This design comes from an exercise in tuning for small area, a short achievable clock period and few clock cycles per item on the open sky130 flow, not from production work. Function was checked by simulation only, so behaviour that the tests miss may differ from the original. No activity file was given, so power comes from the tool's default toggle rates.

===== flow/config.mk =====
export PLATFORM = sky130hd
export DESIGN_NAME = pd_unit
export DESIGN_NICKNAME = pd_unit
export VERILOG_FILES = /design/flow/design.v
export SDC_FILE = /design/flow/constraint.sdc
export NUM_CORES = 4
export LEC_CHECK = 0
export CAP_MARGIN = 20
export CORE_MARGIN = 2
export CORE_UTILIZATION = 40
export SLEW_MARGIN = 20

===== flow/constraint.sdc =====
create_clock -name core_clock -period 6.0 [get_ports {clk}]
set_input_delay 1.2000 -clock core_clock [delete_from_list [all_inputs] [get_ports {clk}]]
set_output_delay 1.2000 -clock core_clock [all_outputs]
set_load 0.01 [all_outputs]

===== flow/design.v =====
module pd_unit (
    input  wire        clk,
    input  wire        rst,           
    input  wire        req_valid,
    output wire        req_ready,
    input  wire        req_op,        
    input  wire [3:0]  req_width,     
    input  wire [63:0] req_value,     
    input  wire [71:0] req_field,     
    output reg         resp_valid,
    output reg  [7:0]  resp_status,
    output reg  [71:0] resp_field,    
    output reg  [63:0] resp_value     
);
    localparam [7:0] ST_OK    = 8'h00;
    localparam [7:0] ST_DIGIT = 8'h04;
    localparam [7:0] ST_RANGE = 8'h05;
    localparam [7:0] ST_WIDTH = 8'h06;
    localparam [1:0] S_IDLE = 2'd0;
    localparam [1:0] S_ENC  = 2'd1;
    localparam [1:0] S_DEC  = 2'd2;
    reg [1:0]  state;
    reg [6:0]  count;
    reg [63:0] bin;       
    reg [71:0] bcd;       
    assign req_ready = (state == S_IDLE);
    wire accept = req_valid && req_ready;
    wire width_bad = (req_width == 4'd0) || (req_width > 4'd9);
    reg [63:0] limit;
    always @(*) begin
        case (req_width)
            4'd1:    limit = 64'd100;
            4'd2:    limit = 64'd10000;
            4'd3:    limit = 64'd1000000;
            4'd4:    limit = 64'd100000000;
            4'd5:    limit = 64'd10000000000;
            4'd6:    limit = 64'd1000000000000;
            4'd7:    limit = 64'd100000000000000;
            4'd8:    limit = 64'd10000000000000000;
            default: limit = 64'd1000000000000000000;
        endcase
    end
    wire range_bad = (req_value >= limit);
    reg [71:0] field_mask;
    integer i;
    always @(*) begin
        for (i = 0; i < 9; i = i + 1)
            field_mask[8*i +: 8] = (i < req_width) ? 8'hFF : 8'h00;
    end
    wire [71:0] field_in = req_field & field_mask;
    reg digit_bad;
    integer j;
    always @(*) begin
        digit_bad = 1'b0;
        for (j = 0; j < 18; j = j + 1)
            if (field_in[4*j +: 4] > 4'd9)
                digit_bad = 1'b1;
    end
    reg [71:0] bcd_adj;
    integer k;
    always @(*) begin
        for (k = 0; k < 18; k = k + 1)
            bcd_adj[4*k +: 4] = (bcd[4*k +: 4] >= 4'd5) ? bcd[4*k +: 4] + 4'd3
                                                        : bcd[4*k +: 4];
    end
    wire [63:0] dec_next = (bin << 3) + (bin << 1) + {60'd0, bcd[71:68]};
    always @(posedge clk) begin
        if (rst) begin
            state      <= S_IDLE;
            resp_valid <= 1'b0;
        end else begin
            resp_valid <= 1'b0;
            case (state)
                S_IDLE: begin
                    if (accept) begin
                        if (width_bad) begin
                            resp_valid  <= 1'b1;
                            resp_status <= ST_WIDTH;
                            resp_field  <= 72'd0;
                            resp_value  <= 64'd0;
                        end else if (req_op == 1'b0) begin
                            if (range_bad) begin
                                resp_valid  <= 1'b1;
                                resp_status <= ST_RANGE;
                                resp_field  <= 72'd0;
                                resp_value  <= 64'd0;
                            end else begin
                                bin   <= req_value;
                                bcd   <= 72'd0;
                                count <= 7'd64;
                                state <= S_ENC;
                            end
                        end else begin
                            if (digit_bad) begin
                                resp_valid  <= 1'b1;
                                resp_status <= ST_DIGIT;
                                resp_field  <= 72'd0;
                                resp_value  <= 64'd0;
                            end else begin
                                bin   <= 64'd0;
                                bcd   <= field_in;
                                count <= 7'd18;
                                state <= S_DEC;
                            end
                        end
                    end
                end
                S_ENC: begin
                    bcd   <= {bcd_adj[70:0], bin[63]};
                    bin   <= {bin[62:0], 1'b0};
                    count <= count - 7'd1;
                    if (count == 7'd1) begin
                        resp_valid  <= 1'b1;
                        resp_status <= ST_OK;
                        resp_field  <= {bcd_adj[70:0], bin[63]};
                        resp_value  <= 64'd0;
                        state       <= S_IDLE;
                    end
                end
                S_DEC: begin
                    bin   <= dec_next;
                    bcd   <= {bcd[67:0], 4'd0};
                    count <= count - 7'd1;
                    if (count == 7'd1) begin
                        resp_valid  <= 1'b1;
                        resp_status <= ST_OK;
                        resp_field  <= 72'd0;
                        resp_value  <= dec_next;
                        state       <= S_IDLE;
                    end
                end
                default: state <= S_IDLE;
            endcase
        end
    end
endmodule

===== flow/run.sh =====
#!/bin/bash
# synth_recipe.tcl (not shown) runs the flow's synth.tcl, then flattens the netlist and writes it again
# the make line also repeats each setting of config.mk as NAME=value (left out here)
make -C /OpenROAD-flow-scripts/flow DESIGN_CONFIG=/design/flow/config.mk WORK_HOME=/design/flow/orfs CLKGATE_MAP_FILE= SYNTH_SCRIPT=/design/flow/synth_recipe.tcl finish

==> metrics.md <==
| Metric | Value |
|---|---|
| Seq/Total Area, Yosys | `43.8%` |
| Capturing point of the worst reg2reg path | `bin[60]` |
| Pleak | `0.00934 uW` |
| CTS tree | `built` |
| Clock Tree Buf Depth | `3` |
| Layout cells sized above 1 | `5.29%` |
| Nets | `2624` |
| Most common cell after layout, fill and taps aside | `clkdlybuf4s50_1` |
| Routability cong. | `0.915` |
| CP required | `6.20 ns` |
| Syn Area/Cell | `9.77 um^2` |
| Fmax | `189 MHz` |
| Cell area after synthesis | `0.0195 mm^2` |
| Antenna violations before repair | `3` |
| Dpl hpwl | `47800 um` |
| Setup slack, reg-to-reg | `1.50 ns` |
| Post-Place Cells | `2837` |
| Clock Latency Late Sink | `0.56 ns` |
| Mapped Cells | `1991` |
| Pre-CTS setup slack | `0.195 ns` |
| Outcome | `finished clean` |
| Vias per Instance | `5.82` |
| Wire per inst | `21.8 um` |
| DRC viols | `0` |
| FF-to-FF path depth | `13` |
| Die area | `0.0504 mm^2` |
| Finished Cell Area | `0.0241 mm^2` |
| Post-synth EDFFs | `282` |
| Main synth FF type | `edfxtp_1` |
| WL final | `63400 um` |
| Final period utilization | `88.3%` |
| Synth top area cells | `edfxtp_1 (44%), ha_1 (14%), a21oi_1 (5.9%)` |
| First-pass DRT Iterations | `5` |
| CTS H-tree depth | `2` |
| Chip Width | `225 um` |
| Crit path max fanout | `67` |
| Most frequent cells in the layout | `clkdlybuf4s50_1 (284), edfxtp_1 (282), a21oi_1 (228)` |
| Pin count of the biggest net entering global routing | `90` |
| Cell area power density | `353 mW/mm^2` |
| Final Max Tran Viols | `0` |
| Max-cap violations | `0` |
| Peak VDD IR | `0.194 mV` |
| Starting Density | `40.7%` |
| Vias in the first global route | `16900` |
| Postcts setup bufs | `0` |
| Final worst slack | `0.700 ns` |
| Crit. Startpoint | `req_width[1]` |
| Rows | `80` |
| Pwr Total | `8510 uW` |
| Worst Setup EP | `bcd[24]` |
| Max transition margin | `30.1%` |
| Final setup viols | `0` |
| Global Route Usage Sum | `24.6%` |
| Critical path class | `input port to flip-flop` |
| Final Skew | `0.0197 ns` |
| Placed inst area | `0.0231 mm^2` |
| Core area | `0.0478 mm^2` |
| Clock Sink Count | `285` |
| Unique cell type count in the Yosys netlist | `85` |
| Die height | `225 um` |
| CP cell instances | `clkdlybuf4s50_1 -> clkinvlp_4 -> ha_4 -> buf_4 -> a21oi_4 -> ha_1 -> nand3_1 -> a21oi_1 -> a211o_1 -> a211o_1 -> a21o_1 -> a211oi_2 -> o21a_1 -> o31ai_4 -> and3_4 -> nor4_4 -> buf_4 -> buf_12` |
| Post_cts resized | `0` |
| Global-route wire length before repair | `95800 um` |
| Final ANT Viol Nets | `0` |
| Async SR Flop Fraction | `0%` |
| Worst-path clk slew | `0.06 ns` |
| Critical Path Source Type | `input port` |
| Final hold viol count | `0` |
| RSZ-0062 raised after global routing | `no` |
| Port Buffers | `284` |
| Cell taking the most area after synthesis | `edfxtp_1` |
| Crit-path slowest cell | `clkdlybuf4s50_1` |
| Top Ports | `290` |
| Vias | `16900` |
| Worst r2r src | `bin[0]` |
| Layout Cells excl Fill | `2902` |
| GR Overflow Total | `0` |
| # diodes | `0` |
| WP data arrival | `5.50 ns` |
| Yosys top cell area share | `43.5%` |
| YS warnings | `1` |
| Worst path max stage delay | `0.62 ns` |
| CTS Buf Count | `36` |
| Yosys reg bits | `285` |
| # hold bufs at CTS | `0` |
| Clock root buffer | `clkbuf_16` |
| Worst min path class | `flip-flop to flip-flop` |
| Tightest Pin Transition | `1.05 ns` |
| Final min period | `5.30 ns` |
| Final core utilization | `50.4%` |
| Fill cells | `4424` |
| Endpoint class of the critical path | `flip-flop` |
| Drt first-iter violations | `1681` |
| Area delta synth->final | `23.9%` |
-- where the power goes --
part,leakage [uW],switching [uW],internal [uW]
registers,0.00272,225,2740
logic,0.00611,2090,1450
clock network,0.000514,895,1110
total,0.00934,3210,5300
-- worst max-delay path: cells and delay by family --
kind                     cells  cell delay (ns)
AO/OA/AOI/OAI                8             1.61
buffers and inverters        5             1.57
adder cells (fa/ha/maj)      2             0.51
AND/OR/NAND/NOR              3             0.55
-- sequential cells by signal, summed over array words and instances (netlist names) --
| name | count |
|---|---|
| bcd | 72 |
| bin | 64 |
| count | 7 |
| resp_field | 72 |
| resp_status | 3 |
| resp_valid | 1 |
| resp_value | 64 |
| state | 2 |
-- cells by family after synthesis --
| group | synth area share, % |
|---|---|
| AO/OA/AOI/OAI | 20.6 |
| AND/OR/NAND/NOR | 13.2 |
| flip-flops | 43.8 |
| adder cells (fa/ha/maj) | 14.3 |
| buffers and inverters | 3.74 |
| XOR/XNOR | 4.19 |
| multiplexers | 0.206 |
| other | 0.0193 |
-- worst min path at each step --
stage,start,to,slack [ns],depth (start not counted)
2_1_floorplan,bin[63],resp_field[0],0.53,1
3_3_place_gp,bin[61],bin[62],0.56,2
3_5_place_dp,bin[61],bin[62],0.58,2
4_1_cts,bin[61],bin[62],0.57,2
5_1_grt,bin[61],bin[62],0.64,2
6_report,bin[61],bin[62],0.58,2
-- stage by stage --
| stage | hold WS, ns | setup TNS (ns) |
|---|---|---|
| 2_1_floorplan | 0.528 | -333.57 |
| 3_3_place_gp | 0.565 | 0 |
| 3_5_place_dp | 0.583 | 0 |
| 4_1_cts | 0.573 | 0 |
| 5_1_grt | 0.640 | 0 |
| 6_report | 0.582 | 0 |
-- Yosys cell counts (6+ instances only) --
master     count
edfxtp_1     282
a21oi_1      230
ha_1         218
nand2_1      204
nor2_1       181
o21ai_0      176
inv_1         83
clkbuf_1      62
a21o_1        56
xnor2_1       51
xor2_1        42
nor3_1        41
a22o_1        32
nand2b_1      27
nand4_1       26
o22ai_1       21
a22oi_1       20
and2_1        20
nand3_1       15
a31oi_1       14
o21bai_1      10
a211oi_1       9
o21a_1         9
o31ai_1        9
o211ai_1       8
a21boi_0       7
a222oi_1       7
and3_1         7
nor2b_1        7
a211o_1        6
nor3b_1        6
o2111ai_1      6
-- routing by layer --
layer | share of wire [%] | wire length (um) | GRT usage (%)
met1 | 43 | 27100 | 32.3
met2 | 46 | 29400 | 40.1
met3 | 7.3 | 4610 | 5.12
met4 | 3.5 | 2230 | 8.99
met5 | 0.060 | 38 | 0
-- final cells by class --
class / instances / area [um^2] / share of cell area (%)
multi-input cells: 1542 / 10300 / 42.9
repair buffers: 308 / 3090 / 12.8
clock buffers: 41 / 920 / 3.81
clock inverters: 24 / 143 / 0.591
flip-flops and latches: 285 / 8530 / 35.4
inverters: 87 / 334 / 1.39
well taps: 615 / 769 / 3.19
Testbench counts, summed over its fixed seeds: cycles 101,076, items 2,400.

[port drivers added, routing unchanged]
How much do the figures lean on ideal ports? The routed layout below was timed once more, with nothing changed but the port constraints. Step 1: set_driving_cell puts a clkbuf_16 on clk and a buf_2 on each other input, an assumption about the parent block. Step 2 also shifts input and output timing later by t, the mid clock arrival at the registers, as if the neighbouring blocks saw the same clock. Slacks: no drivers / after step 1 / after step 2; pairs: no drivers / after step 1.
t (ns): 0.602
setup WS [ns]: 0.700 / 0.653 / 0.051
hold slack, ns: 0.582 / 0.582 / 0.582
cell pins on the clock port's net: 1
After both steps this run still meets setup and hold. The setup slack of this run moves by -0.047 ns with the drivers and by -0.649 ns with both steps.
